From an optimization exercise on the open Yosys and OpenROAD flow, aimed at small area and few clock cycles; shortcuts taken in it are not production practice.
Function was checked by simulation only, so behaviour that the tests miss may differ from the original.
Power and IR drop assume default switching activity.

// rde
module rde (
    input  wire        clk,
    input  wire        rst,
    input  wire        cmd_valid,
    output wire        cmd_ready,
    input  wire [31:0] cmd_data,
    output wire        rsp_valid,
    input  wire        rsp_ready,
    output wire [31:0] rsp_data,
    output wire        ev_valid,
    input  wire        ev_ready,
    output wire [1:0]  ev_kind,
    output wire [7:0]  ev_seq,
    output wire [15:0] ev_unit,
    output wire        ev_drop,
    input  wire        loss_valid,
    output wire        loss_ready,
    input  wire [15:0] loss_u
);
    localparam [3:0] ST_OK        = 4'h0;
    localparam [3:0] ST_CORRECTED = 4'h1;
    localparam [3:0] ST_UNCORR    = 4'h2;
    localparam [3:0] ST_QFULL     = 4'h3;
    localparam [3:0] ST_QEMPTY    = 4'h4;
    localparam [3:0] ST_BUSY      = 4'h5;
    localparam [3:0] ST_CTRL_IGN  = 4'h6;
    localparam [3:0] ST_IDLE_IGN  = 4'h7;
    localparam [3:0] ST_ACK_DROP  = 4'h8;
    localparam [3:0] ST_ACK_BADMK = 4'h9;
    localparam [3:0] ST_ACK_NOMAT = 4'hA;
    localparam [3:0] ST_ACK_DUP   = 4'hB;
    localparam [3:0] ST_RX_OOO    = 4'hC;
    localparam [3:0] ST_AMBIG     = 4'hD;
    localparam [3:0] ST_CLS_NONE  = 4'hE;
    localparam [3:0] ST_ILLEGAL   = 4'hF;
    localparam [1:0] EV_DATA   = 2'd0;
    localparam [1:0] EV_ACK    = 2'd1;
  ...
Settings: LEC_CHECK=0, ABC_AREA=1, ABC_CLOCK_PERIOD_IN_PS=12000, CAP_MARGIN=20, CORE_MARGIN=2, CORE_UTILIZATION=40, SLEW_MARGIN=20; clock period 12.0 ns.
standard.sh (not shown) runs the stock make flow with config.mk's settings and CLKGATE_MAP_FILE= SYNTH_SCRIPT=/design/flow/synth_recipe.tcl, a recipe that flattens the netlist after the stock synthesis.
==> flow/flow/run.sh <==
#!/bin/bash
# Standard ORFS layout with two changes: port buffers use the smallest buffer
# cell, and CTS inserts no dummy loads.
set -euo pipefail
bash standard.sh \
  BUFFER_PORTS_ARGS="-buffer_cell sky130_fd_sc_hd__buf_1" \
  CTS_ARGS="-sink_clustering_enable -repair_clock_nets -dont_use_dummy_load" \
  finish > standard.log 2>&1
Testbench counts at the start, summed over its fixed seeds: cycles 33,293.
Next try:
--- a/flow/design.v
+++ b/flow/design.v
@@ -111,33 +111,33 @@
     reg        tt;           
     reg [4:0]  err;
     reg [127:0] tring;       
     reg [3:0]  tc;
     reg [3:0]  tf, tr;
     reg [4:0]  tsz;
     reg [15:0] ack;
     reg [7:0]  rslot [0:7];
     reg [2:0]  rf, rr;
     reg [3:0]  rsz;
     reg [2:0]  ph;
+    reg [2:0]  md;
     reg        evv;          
     reg        evd;          
     reg [1:0]  ek;           
+    reg [4:0]  u;            
+    reg [4:0]  p;            
+    reg        txf;          
+    reg        j0;           
     reg [3:0]  st;
     reg        arq;
     reg [18:0] dat;          
-    wire [4:0] u = dat[9:5];     
-    wire [4:0] p = dat[14:10];   
-    wire       txf = dat[15];    
-    wire       j0  = dat[15];    
-    wire [2:0] md  = dat[18:16];
     wire [3:0] t_slot  = (cmd_data[25:24] == 2'd0) ? tr + 4'd1 :
                          cmd_data[24] ? tr : tf;
     wire       t_wait  = cmd_valid && (cmd_data[31:26] == 6'b001000) &&
                          (cmd_data[25:24] != 2'd1) && !cmd_data[16] && !fsm &&
                          (t_slot != tc);
     assign cmd_ready  = (ph == P_IDLE) && !t_wait;
     assign ev_valid   = evv;
     assign ev_kind    = ek;
     assign ev_drop    = evd;
     assign ev_unit    = {11'd0, (ek == EV_DATA) ? u : 5'd0};
     wire [2:0] rq_idx = ((ph == P_IDLE) && cmd_data[24]) ? rr : rf;
@@ -402,77 +402,77 @@
                             tr  <= 4'd15;
                             tsz <= 5'd0;
                             ack <= 16'd0;
                             rf  <= 3'd0;
                             rr  <= 3'd7;
                             rsz <= 4'd0;
                             at  <= 3'd0;
                             tt  <= 1'b0;
                             sc  <= 5'd0;
                             rxe <= 5'd1;
                             fsm <= 1'b1;
-                            dat[18:16]  <= M_FILL;
+                            md  <= M_FILL;
                             ph  <= P_RUN;
                         end else
                             st <= ST_CTRL_IGN;
                     end
                     8'h41: begin
                         arq <= 1'b1;
                         if (opd[7:0] != {3'd0, rxe})
                             st <= ST_RX_OOO;
                         else begin
                             evv <= 1'b1;
                             ek  <= EV_ACCEPT;
                             evd <= 1'b0;
                             if (rxq_full) begin
                                 st     <= ST_QFULL;
                                 err[1] <= 1'b1;
                             end else begin
                                 rr  <= rr_inc;
                                 rslot[rr_inc] <= opd[7:0];
                                 rsz <= rsz + 4'd1;
                             end
-                            dat[18:16] <= (rsz >= 4'd7) ? M_ACK1 : M_END;
+                            md <= (rsz >= 4'd7) ? M_ACK1 : M_END;
                             ph <= P_RUN;
                         end
                     end
                     8'h42: begin
                         arq <= 1'b1;
                         if (!fsm)
                             st <= ST_IDLE_IGN;
                         else begin
                             if (opd[7:0] != 8'h06)  st <= ST_ACK_BADMK;
                             else if (!qf_found)     st <= ST_ACK_NOMAT;
-                            dat[14:10]  <= ack_t;
-                            dat[15] <= (ack_t == fu);
+                            p  <= ack_t;
+                            j0 <= (ack_t == fu);
                             ph <= P_ACKD;
                         end
                     end
                     8'h43: begin
                         arq <= 1'b1;
                         if (!fsm)
                             st <= ST_IDLE_IGN;
                         else begin
                             if (ack_fires)       at <= 3'd0;
                             else if (!txq_empty) at <= at + 3'd1;
                             tt  <= !tt;
-                            dat[15] <= tt;
-                            dat[14:10]   <= fu;
-                            dat[18:16]  <= ack_fires ? M_RETX : M_NEW1;
+                            txf <= tt;
+                            p   <= fu;
+                            md  <= ack_fires ? M_RETX : M_NEW1;
                             if (ack_fires || (tt && can_send))
                                 ph <= P_RUN;
                         end
                     end
                     8'h44: begin
                         arq <= 1'b1;
-                        dat[18:16]  <= M_ACKS;
+                        md  <= M_ACKS;
                         if (!rxq_empty) ph <= P_RUN;
                     end
                     8'h45: begin
                         arq <= 1'b1;
                         tf  <= 4'd0;
                         tr  <= 4'd15;
                         tsz <= 5'd0;
                         ack <= 16'd0;
                         rf  <= 3'd0;
                         rr  <= 3'd7;
                         rsz <= 4'd0;
@@ -494,40 +494,40 @@
             P_RUN: begin
                 if (ev_fire) begin
                     dat[4:0] <= dat[4:0] + 5'd1;
                     if (ek == EV_ACK) begin
                         rf  <= rf_inc;
                         rsz <= rsz - 4'd1;
                     end
                     if (ek == EV_ACCEPT)
                         rxe <= rxe_inc;
                 end
                 if (retx_skip)
-                    dat[14:10] <= p1 + 5'd1;
+                    p <= p1 + 5'd1;
                 if (d_fire) begin
                     evv <= 1'b1;
                     evd <= drop;
                     if (want_ack) begin
                         ek <= EV_ACK;
-                        if (md == M_ACK1) dat[18:16] <= M_END;
+                        if (md == M_ACK1) md <= M_END;
                     end else if (want_retx) begin
                         ek <= EV_DATA;
-                        dat[9:5]  <= retx_at0 ? p : p1;
-                        dat[14:10]  <= retx_at0 ? p1 : p1 + 5'd1;
+                        u  <= retx_at0 ? p : p1;
+                        p  <= retx_at0 ? p1 : p1 + 5'd1;
                     end else begin
                         ek  <= EV_DATA;
-                        dat[9:5]   <= sc;
+                        u   <= sc;
                         sc  <= sc + 5'd1;
                         tr  <= tr_inc;
                         tsz <= tsz + 5'd1;
-                        if (md != M_FILL) dat[18:16] <= M_END;
+                        if (md != M_FILL) md <= M_END;
                     end
                 end else if (ev_fire)
                     evv <= 1'b0;
                 if (!want_draw && !retx_skip && (!evv || ev_ready))
                     ph <= P_RESP;
             end
             P_ACKD: if (loss_valid) begin
                 st <= st_o;
                 if (ack_acc) begin
                     at <= 3'd0;
                     if (!j0) ack[p[3:0]] <= 1'b1;
The new run passed the timing, design-rule and antenna checks. Setup slack is worse by 0.23 ns. Cell area rises by 2.7%. Sequential share of layout area goes up by 1.4 points. Global-route usage is about the same. Core utilization hardly moves. Wire length rose by 1.7%. Sequential power grows by 21%. Area after synthesis increases by 2.2%.
Testbench counts after the change, summed over its fixed seeds: cycles 33,293.


rde, a different RTL version from the one above (not shown whole).
Size: roughly 2500 cells after synthesis, ~300 flip-flops, roughly 20000 um^2 of cells after synthesis.
export LEC_CHECK = 0
export ABC_AREA = 1
export ABC_CLOCK_PERIOD_IN_PS = 12000
export CAP_MARGIN = 20
export CORE_MARGIN = 2
export CORE_UTILIZATION = 40
export SLEW_MARGIN = 20
create_clock -name core_clock -period 12.0 [get_ports {clk}]
run.sh (not shown) runs the stock make flow with config.mk's settings and CLKGATE_MAP_FILE= SYNTH_SCRIPT=/design/flow/synth_recipe.tcl, a recipe that flattens the netlist after the stock synthesis.
Stock flow here: none of the scripts above is used.
Testbench counts at the start, summed over its fixed seeds: cycles 33,233.
Rerun with:
--- a/flow/design.v
+++ b/flow/design.v
@@ -103,45 +103,51 @@
     localparam [2:0] M_RETX = 3'd2;     
     localparam [2:0] M_NEW1 = 3'd3;     
     localparam [2:0] M_ACKS = 3'd4;     
     localparam [2:0] M_ACK1 = 3'd5;     
     reg        fsm;
     reg [4:0]  sc;           
     reg [4:0]  rxe;          
     reg [2:0]  at;           
     reg        tt;           
     reg [4:0]  err;
-    reg [7:0]  tslot [0:15];
+    reg [127:0] tring;       
+    reg [3:0]  tc;
     reg [3:0]  tf, tr;
     reg [4:0]  tsz;
     reg [15:0] ack;
     reg [7:0]  rslot [0:7];
     reg [2:0]  rf, rr;
     reg [3:0]  rsz;
     reg [2:0]  ph;
     reg [2:0]  md;
     reg        evv;          
     reg        evd;          
     reg [1:0]  ek;           
     reg [4:0]  u;            
     reg [4:0]  p;            
     reg        txf;          
     reg        j0;           
     reg [3:0]  st;
     reg        arq;
     reg [18:0] dat;          
-    assign cmd_ready  = (ph == P_IDLE);
+    wire [3:0] t_slot  = (cmd_data[25:24] == 2'd0) ? tr + 4'd1 :
+                         cmd_data[24] ? tr : tf;
+    wire       t_wait  = cmd_valid && (cmd_data[31:26] == 6'b001000) &&
+                         (cmd_data[25:24] != 2'd1) && !cmd_data[16] && !fsm &&
+                         (t_slot != tc);
+    assign cmd_ready  = (ph == P_IDLE) && !t_wait;
     assign ev_valid   = evv;
     assign ev_kind    = ek;
     assign ev_drop    = evd;
     assign ev_unit    = {11'd0, (ek == EV_DATA) ? u : 5'd0};
-    wire [2:0] rq_idx = (cmd_ready && cmd_data[24]) ? rr : rf;
+    wire [2:0] rq_idx = ((ph == P_IDLE) && cmd_data[24]) ? rr : rf;
     wire [7:0] rsel_v = rslot[rq_idx];
     wire [4:0] u_inc  = u + 5'd1;
     assign ev_seq     = (ek == EV_ACK) ? rsel_v :
                         {3'd0, (ek == EV_DATA) ? u_inc : rxe};
     wire [7:0]  opc  = cmd_data[31:24];
     wire [7:0]  sel  = cmd_data[23:16];
     wire [15:0] opd  = cmd_data[15:0];
     wire        qsel = sel[0];
     reg legal;
     always @(*) begin
@@ -189,21 +195,21 @@
     wire txq_full  = tsz[4];
     wire txq_empty = (tsz == 5'd0);
     wire rxq_full  = rsz[3];
     wire rxq_empty = (rsz == 4'd0);
     wire [4:0] fu       = sc - tsz;            
     wire       can_send = !tsz[4] && (sc != 5'd24);
     wire [7:0] ack_seq = opd[15:8];
     wire [4:0] ack_t   = ack_seq[4:0] - 5'd1;
     wire       qf_found = (ack_seq[7:5] == 3'd0) && (ack_seq[4:0] != 5'd0) &&
                           (ack_t >= fu) && (ack_t < sc);
-    wire [7:0] tsel_v = tslot[opc[0] ? tr : tf];
+    wire [7:0] tsel_v = tring[7:0];
     wire [7:0] txq_v  = !fsm ? tsel_v : opc[0] ? {3'd0, sc} : {3'd0, fu + 5'd1};
     wire       ack_fires = !txq_empty && (at == 3'd5);
     wire [4:0] next_seq = (sc == 5'd24) ? 5'd1 : sc + 5'd1;
     reg [18:0] regval;
     always @(*) begin
         case (sel[4:0])
             5'h00: regval = {15'd0, 2'b11, (sc == 5'd24), fsm};
             5'h01: regval = {14'd0, err};
             5'h02: regval = {14'd0, next_seq};
             5'h03: regval = {14'd0, sc};
@@ -252,40 +258,51 @@
     wire pop_now   = slide || (ackd && loss_valid && ack_acc && j0);
     wire pop_more  = pop_now && (tsz != 5'd1) && ack_rd1;
     wire fin_now   = pop_now && (tsz == 5'd1) && (sc == 5'd24);
     wire early_rsp = (ackd && loss_valid && !pop_more) || (slide && !pop_more);
     assign rsp_valid = (ph == P_RESP) || early_rsp;
     wire [3:0] st_o  = !ackd ? st : drop ? ST_ACK_DROP : ack_dup ? ST_ACK_DUP : st;
     wire [4:0] tsz_o = pop_now ? tsz - 5'd1 : tsz;
     wire       fsm_o = fsm && !fin_now;
     assign rsp_data  = {(st_o == ST_ILLEGAL) ? 8'hFF : {4'd0, st_o},
                         arq ? {7'd0, fsm_o, 3'd0, tsz_o, 3'd0, dat[4:0]} : {5'd0, dat}};
+    reg t_wr;
+    always @(*) begin
+        t_wr = 1'b0;
+        if ((ph == P_IDLE) && cmd_valid && !t_wait && legal && (opc == 8'h20) && !qsel && !fsm && !txq_full)
+            t_wr = 1'b1;
+    end
+    always @(posedge clk) begin
+        tring <= {t_wr ? opd[7:0] : tring[7:0], tring[127:8]};
+        if (rst) tc <= 4'd0;
+        else     tc <= tc + 4'd1;
+    end
     always @(posedge clk) begin
         if (rst) begin
             ph   <= P_IDLE;
             fsm  <= 1'b0;
             sc   <= 5'd0;
             rxe  <= 5'd1;
             at   <= 3'd0;
             tt   <= 1'b0;
             err  <= 5'd0;
             tf   <= 4'd0;
             tr   <= 4'd15;
             tsz  <= 5'd0;
             ack  <= 16'd0;
             rf   <= 3'd0;
             rr   <= 3'd7;
             rsz  <= 4'd0;
             evv  <= 1'b0;
         end else begin
             case (ph)
-            P_IDLE: if (cmd_valid) begin
+            P_IDLE: if (cmd_valid && !t_wait) begin
                 st  <= ST_OK;
                 dat <= 19'd0;
                 arq <= 1'b0;
                 ph  <= P_RESP;
                 if (!legal) begin
                     err[4] <= 1'b1;
                     st     <= ST_ILLEGAL;
                 end else begin
                     case (opc)
                     8'h10: dat <= {13'd0, fec_enc};
@@ -302,21 +319,20 @@
                     8'h13: dat <= {16'd0, fec_dec};
                     8'h20: begin
                         if (fsm) st <= ST_BUSY;
                         else if (!qsel) begin
                             if (txq_full) begin
                                 st     <= ST_QFULL;
                                 dat    <= 19'd16;
                                 err[1] <= 1'b1;
                             end else begin
                                 tr  <= tr_inc;
-                                tslot[tr_inc] <= opd[7:0];
                                 tsz <= tsz + 5'd1;
                                 dat <= {14'd0, tsz + 5'd1};
                             end
                         end else begin
                             if (rxq_full) begin
                                 st     <= ST_QFULL;
                                 dat    <= 19'd8;
                                 err[1] <= 1'b1;
                             end else begin
                                 rr  <= rr_inc;
The changed run completed with no timing, DRC or antenna violations.
Power went up by well over a third.
Hold slack gets worse by 0.17 ns.
Final cell count went down by a little under a tenth.
Count of clock-buffer cells in the layout went up by 3.
Combinational power went up to 4.4 times its value.
Setup slack gets better by 0.33 ns.
Testbench counts after the change, summed over its fixed seeds: cycles 33,293.

-- port drivers added, routing unchanged --
Ports are ideal in the flow. The routed layouts listed here were re-timed in OpenROAD.
Step 1 assumes that a clkbuf_16 drives the clock port and a buf_2 every other input.
Step 2 also shifts input and output timing later by t, the mid clock arrival at the registers, as if the neighbouring blocks saw the same clock.
a / b / c = no drivers / after step 1 / after step 2; a / b = the first two.
run	shift t [ns]	slack for setup (ns)	latest minus earliest clock arrival (ns)	slew at the worst register clock pin (ns)
the first run of note 1	0.576	4.402 / 4.380 / 4.134	0.031 / 0.031	0.06 / 0.06
the second run of note 1	0.596	4.171 / 4.148 / 4.148	0.047 / 0.046	0.06 / 0.06
the first run of note 2	0.611	3.274 / 3.250 / 3.250	0.043 / 0.043	0.07 / 0.07
the second run of note 2	0.615	3.607 / 3.582 / 3.582	0.020 / 0.021	0.07 / 0.07
After both steps every run listed still meets setup and hold. For the first run of note 1, which loses most, drivers alone change the setup slack by -0.022 ns; drivers and shift together by -0.268 ns.
